This is an optimization exercise on Yosys and OpenROAD, whose aim is small area, a short achievable clock period and few clock cycles, not a production implementation. In this exercise RTL edits were held to simulation tests only and were not proved equivalent to the original. No activity file was given, so power comes from the tool's default toggle rates.

==> flow/design.v <==
module cf2_blframer (
    input  wire        clk,
    input  wire        rst,           
    input  wire        boot_stay,     
    input  wire [31:0] app_word,      
    input  wire        rx_valid,
    input  wire [7:0]  rx_data,
    output wire        rx_ready,      
    output reg         tx_valid,
    output reg  [7:0]  tx_data,
    input  wire        tx_ready,
    output reg         stg_we,
    output reg         stg_re,
    output reg  [13:0] stg_addr,
    output reg  [7:0]  stg_wdata,
    input  wire [7:0]  stg_rdata,
    output reg         fc_we,
    output reg  [1:0]  fc_reg,        
    output wire [31:0] fc_addr,
    output reg  [31:0] fc_wdata,
    input  wire        fc_busy,
    output reg         diag_valid,
    output reg  [1:0]  diag_code,     
    output wire        idle,
    output wire        app_mode,
    output wire        fault
);
    localparam [7:0]  SYNC1 = 8'hBC;
    localparam [7:0]  SYNC2 = 8'hCF;
    localparam [31:0] FC_KEY1     = 32'h4567_0123;
    localparam [31:0] FC_KEY2     = 32'hCDEF_89AB;
    localparam [31:0] PROGRAM_CFG = 32'h0000_0201;    
    localparam [1:0] REG_KEY = 2'd0, REG_CFG = 2'd1, REG_WORD = 2'd2;
    localparam [1:0] DIAG_CKSUM = 2'd1, DIAG_BOUNDS = 2'd2, DIAG_STAGE = 2'd3;
    localparam [6:0] RING_LAST = 7'd97;
    function automatic [6:0] inc(input [6:0] p);
        inc = (p == RING_LAST) ? 7'd0 : p + 7'd1;
    endfunction
    reg app_r;
    always @(posedge clk)
        if (rst)
            app_r <= !boot_stay && (app_word != 32'hFFFF_FFFF);
    reg [7:0] ring [0:97];
    reg [6:0] wp;          
    reg [6:0] tp;          
    reg       rdy;
    assign rx_ready = rdy;
    wire push = rx_valid && rdy;
    always @(posedge clk)
        if (push)
            ring[wp] <= rx_data;
    localparam [2:0] C_IDLE = 3'd0, C_LOAD = 3'd1, C_FLASH = 3'd2, C_SEND = 3'd3,
                     C_FAULT = 3'd4;
    reg [2:0] cmd;
    reg [6:0] cmd_ptr;     
    wire       port_cmd = (cmd == C_LOAD) || (cmd == C_SEND);
    reg  [6:0] fp;         
    wire [6:0] rd_addr = port_cmd ? cmd_ptr : fp;
    wire [7:0] ring_rd = ring[rd_addr];
    localparam [2:0] F_SYNC1 = 3'd0, F_SYNC2 = 3'd1, F_TYPE = 3'd2, F_LEN = 3'd3,
                     F_PAYLOAD = 3'd4, F_CKLO = 3'd5, F_CKHI = 3'd6;
    localparam [2:0] OP_NONE = 3'd0, OP_INFO = 3'd1, OP_LOAD = 3'd2, OP_WRITE = 3'd3,
                     OP_STAT = 3'd4;
    reg        fb_v;       
    reg  [7:0] fb;
    reg  [6:0] cpos;
    reg  [2:0] fst;
    reg  [4:0] fcnt;
    reg  [7:0] ck_a, ck_b;
    reg        ck_lo_ok;
    reg  [7:0] ftype;
    reg  [5:0] flen;
    reg  [6:0] fbase;      
    reg  [6:0] p7pos;      
    reg        p1ff;
    reg  [2:0] opc;
    reg        pg_ok;
    reg  [3:0] pg;
    reg  [7:0] p5, p6, p7, p8;
    reg        pend;
    reg        pgood;
    reg  [6:0] pend_end;
    wire dispatch  = pend && (cmd == C_IDLE);
    wire f_block   = (fst == F_TYPE) && pend && !dispatch;
    wire f_consume = fb_v && !f_block;
    wire can_fetch = !app_r && (!fb_v || f_consume);
    wire fetch_byp = can_fetch && (fp == wp) && push;
    wire fetch_rng = can_fetch && (fp != wp) && !port_cmd;
    wire [7:0] b = fb;
    wire [7:0] ck_a_n = ck_a + b;
    wire [7:0] ck_b_n = ck_b + ck_a_n;
    always @(posedge clk) begin
        if (rst) begin
            fp   <= 7'd0;
            cpos <= 7'd0;
            fb_v <= 1'b0;
            fst  <= F_SYNC1;
        end else begin
            if (fetch_byp || fetch_rng) begin
                fb   <= fetch_byp ? rx_data : ring_rd;
                fb_v <= 1'b1;
                fp   <= inc(fp);
            end else if (f_consume)
                fb_v <= 1'b0;
            if (f_consume) begin
                cpos <= inc(cpos);
                case (fst)
                F_SYNC1: if (b == SYNC1) fst <= F_SYNC2;
                F_SYNC2: fst <= (b == SYNC2) ? F_TYPE : F_SYNC1;
                F_TYPE: begin
                    ftype <= b;
                    ck_a  <= b;
                    ck_b  <= b;
                    p1ff  <= 1'b0;
                    opc   <= OP_NONE;
                    pg_ok <= 1'b1;
                    pg    <= 4'd0;
                    p5    <= 8'd0;
                    p6    <= 8'd0;
                    p7    <= 8'd0;
                    p8    <= 8'd0;
                    fst   <= F_LEN;
                end
                F_LEN: begin
                    flen  <= b[5:0];
                    ck_a  <= ck_a_n;
                    ck_b  <= ck_b_n;
                    fbase <= inc(cpos);
                    fcnt  <= 5'd0;
                    if (b > 8'd32)      fst <= F_SYNC1;
                    else if (b == 8'd0) fst <= F_CKLO;
                    else                fst <= F_PAYLOAD;
                end
                F_PAYLOAD: begin
                    ck_a <= ck_a_n;
                    ck_b <= ck_b_n;
                    fcnt <= fcnt + 5'd1;
                    case (fcnt)
                    5'd1: p1ff <= (b == 8'hFF);
                    5'd2: case (b)
                              8'h10:   opc <= OP_INFO;
                              8'h14:   opc <= OP_LOAD;
                              8'h18:   opc <= OP_WRITE;
                              8'h19:   opc <= OP_STAT;
                              default: opc <= OP_NONE;
                          endcase
                    5'd3: begin pg_ok <= (b <= 8'd9); pg <= b[3:0]; end
                    5'd4: if (b != 8'd0) pg_ok <= 1'b0;
                    5'd5: p5 <= b;
                    5'd6: begin p6 <= b; p7pos <= inc(cpos); end
                    5'd7: p7 <= b;
                    5'd8: p8 <= b;
                    default: ;
                    endcase
                    if ({1'b0, fcnt} + 6'd1 == flen)
                        fst <= F_CKLO;
                end
                F_CKLO: begin
                    ck_lo_ok <= (b == ck_a);
                    fst      <= F_CKHI;
                end
                default: begin  
                    fst <= F_SYNC1;
                end
                endcase
            end
        end
    end
    wire f_done = f_consume && (fst == F_CKHI);
    wire [6:0] cpos_n = f_consume ? inc(cpos) : cpos;
    wire [6:0] tp_n   = dispatch ? pend_end :
                        (cmd == C_IDLE && !pend) ? cpos_n : tp;
    wire [7:0] dq_raw = {1'b0, wp} - {1'b0, tp_n};
    wire [6:0] dq     = dq_raw[7] ? dq_raw[6:0] + 7'd98 : dq_raw[6:0];
    always @(posedge clk) begin
        if (rst) begin
            wp   <= 7'd0;
            tp   <= 7'd0;
            rdy  <= 1'b1;
            pend <= 1'b0;
        end else begin
            if (push) wp <= inc(wp);
            tp  <= tp_n;
            rdy <= push ? (dq != 7'd63) : (dq != 7'd64);
            if (f_done) begin
                pend     <= 1'b1;
                pgood    <= ck_lo_ok && (b == ck_b);
                pend_end <= inc(cpos);
            end else if (dispatch)
                pend <= 1'b0;
        end
    end
    assign idle     = !app_r && (cmd == C_IDLE) && !pend && (wp == tp);
    assign app_mode = app_r;
    assign fault    = (cmd == C_FAULT);
    wire       admit    = (flen >= 6'd3) && p1ff;
    wire [5:0] lb_count = flen - 6'd7;
    wire       lb_ok    = (flen >= 6'd7) && pg_ok &&
                          ({1'b0, p6, p5} + {11'd0, lb_count} <= 17'd1024);
    reg  [4:0]  lcnt;
    reg  [7:0]  rtype;
    reg  [5:0]  rlen;      
    reg         rgi;       
    reg  [5:0]  tidx;
    reg  [7:0]  rb;        
    reg  [7:0]  tx_a, tx_b;
    localparam [3:0] FP_PAGE = 4'd0, FP_EK1 = 4'd1, FP_EK2 = 4'd2, FP_ECFG = 4'd3,
                     FP_PK1 = 4'd4, FP_PK2 = 4'd5, FP_PCFG = 4'd6, FP_WORDS = 4'd7,
                     FP_NEXT = 4'd8;
    reg  [3:0]  fls;
    reg  [16:0] pnum;      
    reg  [15:0] nrem;      
    reg  [3:0]  pidx;      
    reg  [3:0]  sect;
    reg  [10:0] rdc;       
    reg  [7:0]  wr_w;      
    reg         unsched;   
    reg         wfull;     
    reg         rv;        
    reg  [1:0]  rk;        
    reg  [31:0] word;
    reg         fsub;      
    wire fc_bz     = (fc_reg == REG_WORD) || (fc_reg == REG_CFG && fsub);
    wire can_sched = !fc_busy && !(fc_we && fc_bz);
    wire wready    = wfull || (rv && rk == 2'd3);
    wire rd_act    = (cmd == C_FLASH) && (fls != FP_PAGE) && (fls != FP_NEXT) && !rdc[10];
    wire rd_go     = rd_act && ((rdc[1:0] != 2'd0) || !unsched ||
                                (fls == FP_WORDS && can_sched));
    wire wr_go     = (cmd == C_FLASH) && (fls == FP_WORDS) && wready && can_sched;
    assign fc_addr = {4'd0, 1'b1, pnum, wr_w, 2'b00};
    always @(*) begin
        case (fc_reg)
            REG_KEY: fc_wdata = fsub ? FC_KEY2 : FC_KEY1;
            REG_CFG: fc_wdata = fsub ? {15'd0, 1'b1, 6'd0, 2'b10, 1'b0, sect, 3'b010}
                                     : PROGRAM_CFG;
            default: fc_wdata = word;
        endcase
    end
    function automatic [4:0] sector_of(input [16:0] p);
        case (p)
            17'd0:   sector_of = {1'b1, 4'd0};
            17'd16:  sector_of = {1'b1, 4'd1};
            17'd32:  sector_of = {1'b1, 4'd2};
            17'd48:  sector_of = {1'b1, 4'd3};
            17'd64:  sector_of = {1'b1, 4'd4};
            17'd128: sector_of = {1'b1, 4'd5};
            17'd256: sector_of = {1'b1, 4'd6};
            17'd384: sector_of = {1'b1, 4'd7};
            17'd512: sector_of = {1'b1, 4'd8};
            17'd640: sector_of = {1'b1, 4'd9};
            17'd768: sector_of = {1'b1, 4'd10};
            17'd896: sector_of = {1'b1, 4'd11};
            default: sector_of = 5'd0;
        endcase
    endfunction
    wire [4:0] psect = sector_of(pnum);
    wire [5:0] nlen = rgi ? 6'd24 : 6'd5;
    wire [5:0] pj   = tidx - 6'd4;
    reg  [7:0] pay;
    always @(*) begin
        pay = (pj < rlen) ? rb : 8'd0;
        if (rgi) begin
            case (pj)
                6'd3:  pay = 8'h00;
                6'd4:  pay = 8'h04;
                6'd5:  pay = 8'h0A;
                6'd6:  pay = 8'h00;
                6'd7:  pay = 8'h00;
                6'd8:  pay = 8'h04;
                6'd9:  pay = 8'h10;
                6'd10: pay = 8'h00;
                6'd23: pay = 8'h10;
                default: ;
            endcase
        end else begin
            case (pj)
                6'd3: pay = 8'h01;
                6'd4: pay = 8'h00;
                default: ;
            endcase
        end
    end
    reg [7:0] tsel;
    always @(*) begin
        if (tidx == 6'd0)              tsel = SYNC1;
        else if (tidx == 6'd1)         tsel = SYNC2;
        else if (tidx == 6'd2)         tsel = rtype;
        else if (tidx == 6'd3)         tsel = {2'b00, nlen};
        else if (tidx < nlen + 6'd4)   tsel = pay;
        else if (tidx == nlen + 6'd4)  tsel = tx_a;
        else                           tsel = tx_b;
    end
    wire tx_ld = !tx_valid || tx_ready;
    always @(posedge clk) begin
        stg_we     <= 1'b0;
        stg_re     <= 1'b0;
        fc_we      <= 1'b0;
        diag_valid <= 1'b0;
        rv         <= stg_re;
        rk         <= stg_addr[1:0];
        if (rst) begin
            cmd      <= C_IDLE;
            tx_valid <= 1'b0;
            fc_reg   <= REG_KEY;
            fsub     <= 1'b0;
        end else begin
            case (cmd)
            C_IDLE: if (dispatch) begin
                rtype   <= ftype;
                rlen    <= flen;
                cmd_ptr <= fbase;
                tidx    <= 6'd0;
                tx_a    <= 8'd0;
                tx_b    <= 8'd0;
                if (!pgood) begin
                    diag_valid <= 1'b1;
                    diag_code  <= DIAG_CKSUM;
                end else if (admit) begin
                    case (opc)
                    OP_INFO: begin
                        rgi <= 1'b1;
                        cmd <= C_SEND;
                    end
                    OP_STAT: begin
                        rgi <= 1'b0;
                        cmd <= C_SEND;
                    end
                    OP_LOAD: begin
                        if (lb_ok) begin
                            lcnt     <= lb_count[4:0];
                            cmd_ptr  <= p7pos;
                            stg_addr <= {pg, p6[1:0], p5};
                            if (lb_count != 6'd0)
                                cmd <= C_LOAD;
                        end else begin
                            diag_valid <= 1'b1;
                            diag_code  <= DIAG_BOUNDS;
                        end
                    end
                    OP_WRITE: begin
                        rgi  <= 1'b0;
                        pnum <= {1'b0, p6, p5};
                        nrem <= {p8, p7};
                        pidx <= 4'd0;
                        fls  <= FP_PAGE;
                        cmd  <= C_FLASH;
                    end
                    default: ;
                    endcase
                end
            end
            C_LOAD: begin
                stg_we    <= 1'b1;
                stg_wdata <= ring_rd;
                if (stg_we) stg_addr <= stg_addr + 14'd1;
                cmd_ptr   <= inc(cmd_ptr);
                lcnt      <= lcnt - 5'd1;
                if (lcnt == 5'd1)
                    cmd <= C_IDLE;
            end
            C_SEND: if (tx_ld) begin
                if (tidx == nlen + 6'd6) begin
                    tx_valid <= 1'b0;
                    cmd      <= C_IDLE;
                end else begin
                    tx_valid <= 1'b1;
                    tx_data  <= tsel;
                    tidx     <= tidx + 6'd1;
                    if (tidx >= 6'd2 && tidx < nlen + 6'd4) begin
                        tx_a <= tx_a + tsel;
                        tx_b <= tx_b + tx_a + tsel;
                    end
                    if (tidx >= 6'd3 && tidx < nlen + 6'd3) begin
                        rb      <= ring_rd;
                        cmd_ptr <= inc(cmd_ptr);
                    end
                end
            end
            C_FLASH: begin
                if (rv) word <= {stg_rdata, word[31:8]};
                if (fc_we && fc_reg == REG_WORD) wr_w <= wr_w + 8'd1;
                if (wr_go)
                    wfull <= 1'b0;
                else if (rv && rk == 2'd3)
                    wfull <= 1'b1;
                if (wr_go)
                    unsched <= 1'b0;
                if (rd_go) begin
                    stg_re   <= 1'b1;
                    stg_addr <= {pidx, rdc[9:0]};
                    rdc      <= rdc + 11'd1;
                    if (rdc[1:0] == 2'd3) unsched <= 1'b1;
                end
                case (fls)
                FP_PAGE: begin
                    rdc     <= 11'd0;
                    wr_w    <= 8'd0;
                    unsched <= 1'b0;
                    wfull   <= 1'b0;
                    sect    <= psect[3:0];
                    if (nrem == 16'd0) begin
                        tidx <= 6'd0;
                        tx_a <= 8'd0;
                        tx_b <= 8'd0;
                        cmd  <= C_SEND;
                    end else if (pidx == 4'd10) begin
                        diag_valid <= 1'b1;
                        diag_code  <= DIAG_STAGE;
                        cmd        <= C_FAULT;
                    end else
                        fls <= psect[4] ? FP_EK1 : FP_PK1;
                end
                FP_EK1, FP_EK2, FP_ECFG, FP_PK1, FP_PK2, FP_PCFG: if (can_sched) begin
                    fc_we  <= 1'b1;
                    fc_reg <= (fls == FP_ECFG || fls == FP_PCFG) ? REG_CFG : REG_KEY;
                    fsub   <= (fls == FP_EK2 || fls == FP_ECFG || fls == FP_PK2);
                    fls    <= fls + 4'd1;
                end
                FP_WORDS: begin
                    if (wr_go) begin
                        fc_we   <= 1'b1;
                        fc_reg  <= REG_WORD;
                        fsub    <= 1'b0;
                        if (wr_w == 8'd255) fls <= FP_NEXT;
                    end
                end
                default: begin  
                    pnum <= pnum + 17'd1;
                    nrem <= nrem - 16'd1;
                    pidx <= pidx + 4'd1;
                    fls  <= FP_PAGE;
                end
                endcase
            end
            default: ;  
            endcase
        end
    end
endmodule
==> flow/run.sh <==
#!/bin/bash
# synth_recipe.tcl (not shown) runs the flow's synth.tcl, then flattens the netlist and writes it again
# the make line also repeats each setting of config.mk as NAME=value (left out here)
make -C /OpenROAD-flow-scripts/flow DESIGN_CONFIG=/design/flow/config.mk WORK_HOME=/design/flow/orfs CLKGATE_MAP_FILE= SYNTH_SCRIPT=/design/flow/synth_recipe.tcl finish
==> flow/config.mk <==
export PLATFORM = sky130hd
export DESIGN_NAME = cf2_blframer
export DESIGN_NICKNAME = cf2_blframer
export VERILOG_FILES = /design/flow/design.v
export SDC_FILE = /design/flow/constraint.sdc
export NUM_CORES = 4
export LEC_CHECK = 0
export CAP_MARGIN = 20
export CORE_MARGIN = 2
export CORE_UTILIZATION = 40
export PLACE_DENSITY = 0.6
export SLEW_MARGIN = 20
==> flow/constraint.sdc <==
create_clock -name core_clock -period 8.0 [get_ports {clk}]
set_input_delay 1.6000 -clock core_clock [delete_from_list [all_inputs] [get_ports {clk}]]
set_output_delay 1.6000 -clock core_clock [all_outputs]
set_load 0.01 [all_outputs]
==> impl_results.md <==
* Cell count after synthesis at 3,484
* Worst reg2reg setup slack at 2.27 ns
* Final number of hold-violating endpoints at 0
* Weighted congestion reported at the end of routability-driven placement at 0.862
* Inserted Clock Buffers at 116
* Final Max Tran Viols at 0
* Post-CTS setup buffers at 0
* Slew HR at 21.1%
* Die Wd at 356 um
* Count of final setup violators at 0
* Number of hold-repair buffers added at the cts stage at 0
* Warnings, synthesis at 1
* Top post-synthesis cells by area: edfxtp_1 65%, mux2i_1 4.6%, mux4_2 3.3%, nand2_1 2.3%, ha_1 2.2%
* Post-synthesis instance area at 0.0496 mm2
* Required time at the endpoint of the critical path at 8.45 ns
* Unrepaired setup endpoints after global routing: no
* Detailed Place HPWL at 83,400 um
* Number of maximum-capacitance violations at 0
* Post-synth top flop: edfxtp_1
* Buffers from clock root to sink, at most at 3
* Vias in the first global route at 29,100
* First-pass iteration count of the detailed router at 6
* Result of the run: timing/DRC/antenna clean
* Post-synthesis to final-layout area growth at 14.4%
* Arrival time of data at the critical path endpoint at 6.18 ns
* Clk Latency, worst-skew pair at 0.73 ns
* Worst ir drop on vdd at 0.220 mV
* Area share of the leading cell type in the synthesized netlist at 65.3%
* Register with the most flip-flops: ring
* Detailed Route WL at 129,000 um
* Cell with the largest stage delay on the worst path: edfxtp_1
* Layout cell share with drive strength beyond 1 at 9.61%
* Flip-flop count of the largest register, all copies and words added at 784
* Starting utilization of the core area at 40.2%
* Number of sinks on the clock net at 1,127
* Worst-Margin Slew at 1.18 ns
* IO Port Bufs at 153
* # nets final at 3,803
* Post-CTS clock slew at the launch and capture registers of the worst setup and hold paths at 0.06 ns
* Synthesized area per cell at 14.2 um2
* Post-cts resize count at 0
* Worst min path class: reg -> reg
* Residual DRC at 0
* Power consumption at 13.8 mW
* Worst reg2reg startpoint: tidx[2]
* Critical Path Start Type: flip-flop
* P_leak at 18.8 nW
* Kind of critical path: reg -> reg
* Highest clock rate at 175 MHz
* WL/cell at 23.9 um
* Synth Register Bits at 1,127
* CTS Root Cell: clkbuf_16
* Final Cycle Share at 71.6%
* CP Max Fanout at 9
* Logic depth of the worst register-to-register path at 22
* Final Critical Period at 5.73 ns
* Destination of the worst register-to-register timing path: tx_b[7]
* Post-placement cell count at 5,164
* Proportion of synthesized flip-flops having asynchronous set or reset at 0%
* Worst hold path cell count at 0
* Number of synthesized flops with an enable pin at 1,079
* Total congestion overflow after global routing at 0
* Inserted Diodes at 0
* Vias per inst at 5.57
* Area of the die at 0.127 mm2
* Remaining antenna violation count at 0
* Wire length of the first global-routing pass at 192,000 um
* Starting DRC count in detailed routing at 3,360
* Core region area at 0.123 mm2
* Portion of the post-synthesis area used by sequential elements at 67.2%
* Number of library cell types mapped by synthesis at 98
* Setup TNS after final layout at 0 ns
* Series of cell instances along the critical path: inv_1, ha_1, xor2_1, ha_1, a21oi_1, o2111a_1, a211oi_1, nor3_2, a21oi_1, o32a_1, a21oi_1, fa_1, ha_1, fa_1, a21o_1, a21oi_1, o21bai_1, a21oi_1, xnor2_1, xnor2_1, xnor2_1, nor2_1
* TritonCTS clock tree: built
* Top-level port count at 161
* Via total after detailed routing at 30,000
* All-Layer GR Usage at 20.0%
* Final Util at 46.0%
* Post-route insts no fill at 5,384
* CP dominant cell by count: a21oi_1
* Worst hold endpoint: rv
* Die Ht at 356 um
* Number of rows created at floorplan at 129
* Pin count of the biggest net entering global routing at 140
* Critical hold path startpoint: stg_re
* Initial antenna violation count at 2
* Kind of end point of the critical path: flip-flop
* Post-synth top area cell: edfxtp_1
* Worst hold margin at 0.350 ns
* Peak per-stage delay on the critical path at 0.54 ns
* Post-route clock skew at 0.0586 ns
* H-tree depth reported by CTS at 3
* Total power per unit cell area at 243 mW/mm2
* Registers with the most flip-flops: ring: 784 flops, word: 32 flops, pnum: 17 flops
==> power by group <==
| part | switching [mW] | internal (mW) | leakage, nW |
|---|---|---|---|
| combinational | 1.14 | 0.718 | 6.76 |
| sequential | 0.0500 | 6.52 | 10.2 |
| clock | 2.31 | 3.08 | 1.82 |
==> layout make-up <==
type / instances / area (um2)
Sequential cell: 1127 / 33400
Clock inverter: 65 / 701
Tap cell: 1637 / 2050
Fill cell: 10900 / 66600
Timing Repair Buffer: 216 / 2070
Clock buffer: 153 / 3090
Multi-Input combinational cell: 2100 / 15200
Inverter: 86 / 323
==> critical path, delay by kind of cell, from the launching register on <==
kind	cells	cell delay (ns)
adder cells (fa/ha/maj)	5	1.67
XOR/XNOR	4	0.68
AND/OR/NAND/NOR	2	0.40
AO/OA/AOI/OAI	10	1.96
buffers and inverters	1	0.20
flip-flops	1	0.54
==> synthesized netlist by cell type, types with 29 or more instances <==
library cell  number
xnor2_1           88
nand3_1           66
nor2_1           294
ha_1              89
a22oi_1           33
clkbuf_1          94
o22ai_1          105
dfxtp_1           48
mux2i_1          230
nand2_1          301
buf_2             50
a21o_1            34
xor2_1            70
edfxtp_1        1079
a21oi_1          121
mux4_2            72
o21ai_0          101
inv_1             85
a31oi_1           29
and3_1            40
nor3_1            52
==> worst max path at each step <==
stage | start | to | slack (ns)
after CTS | tidx[2] | tx_b[7] | 2.30
after global placement | tidx[2] | tx_b[7] | 2.38
after floorplan | tidx[2] | tx_b[7] | 2.85
after global routing | tidx[2] | tx_b[7] | 1.89
after detailed placement | tidx[2] | tx_b[7] | 2.30
final | tidx[2] | tx_b[7] | 2.27
==> through the flow <==
stage / setup WS, ns / area, um2
2_1_floorplan: 2.85 / 49600
3_3_place_gp: 2.38 / 52900
3_5_place_dp: 2.30 / 52900
4_1_cts: 2.30 / 56700
5_1_grt: 1.89 / 56800
6_report: 2.27 / 56800
==> cells in the final DEF (no fill, tap or decap), types with 64 or more instances in the layout <==
master           count
clkbuf_16          116
xnor2_1             88
inv_1               85
o22ai_1            105
clkdlybuf4s50_1    144
a21oi_1            121
mux4_2              72
xor2_1              70
nor2_1             291
mux2i_1            228
ha_1                89
edfxtp_1          1079
nand2_1            300
o21ai_0            100
buf_4               64
nand3_1             66
==> per-layer routing <==
| metal | vias up | share of wire [%] | GRT usage (%) |
|---|---|---|---|
| li1 | 13600 | - | - |
| met1 | 15100 | 44 | 28.6 |
| met2 | 1097 | 47 | 32.0 |
| met3 | 180 | 6.9 | 2.98 |
| met4 | 0 | 2.3 | 5.43 |
| met5 | - | 0 | 0 |
==> cell families after synthesis <==
group / share of synthesized area, %
mux: 8.31
buf+inv: 2.38
simple gates: 8.56
fa+ha+maj: 2.77
flops: 67.2
xor+xnor: 2.83
compound gates: 7.89
other cells: 0.0151
Testbench counts, summed over its fixed seeds: cycles 41,902.

## separate check: timing with driven ports
In the flow no input, the clock included, has a driving cell. The finished layout below was timed again as built, in two steps.
Step 1 sets driving cells, clkbuf_16 on the clock port and buf_2 on the other inputs (assumed; they add their load-dependent delay and slew).
Step 2 times the ports against the registers' clock, not the clock port: input delays grow and output delays shrink by t, the midpoint of the rising clock arrivals with the driver on.
Slacks: no drivers / after step 1 / after step 2; pairs: no drivers / after step 1.
shift t [ns]: 0.780
setup WS [ns]: 2.272 / 2.272 / 2.272
hold slack, ns: 0.350 / 0.350 / 0.350
latest minus earliest clock arrival (ns): 0.062 / 0.062
slew at the worst register clock pin (ns): 0.07 / 0.07
After both steps setup and hold are still met in this run. The setup slack of this run moves by 0.000 ns with the drivers and by 0.000 ns with both steps.
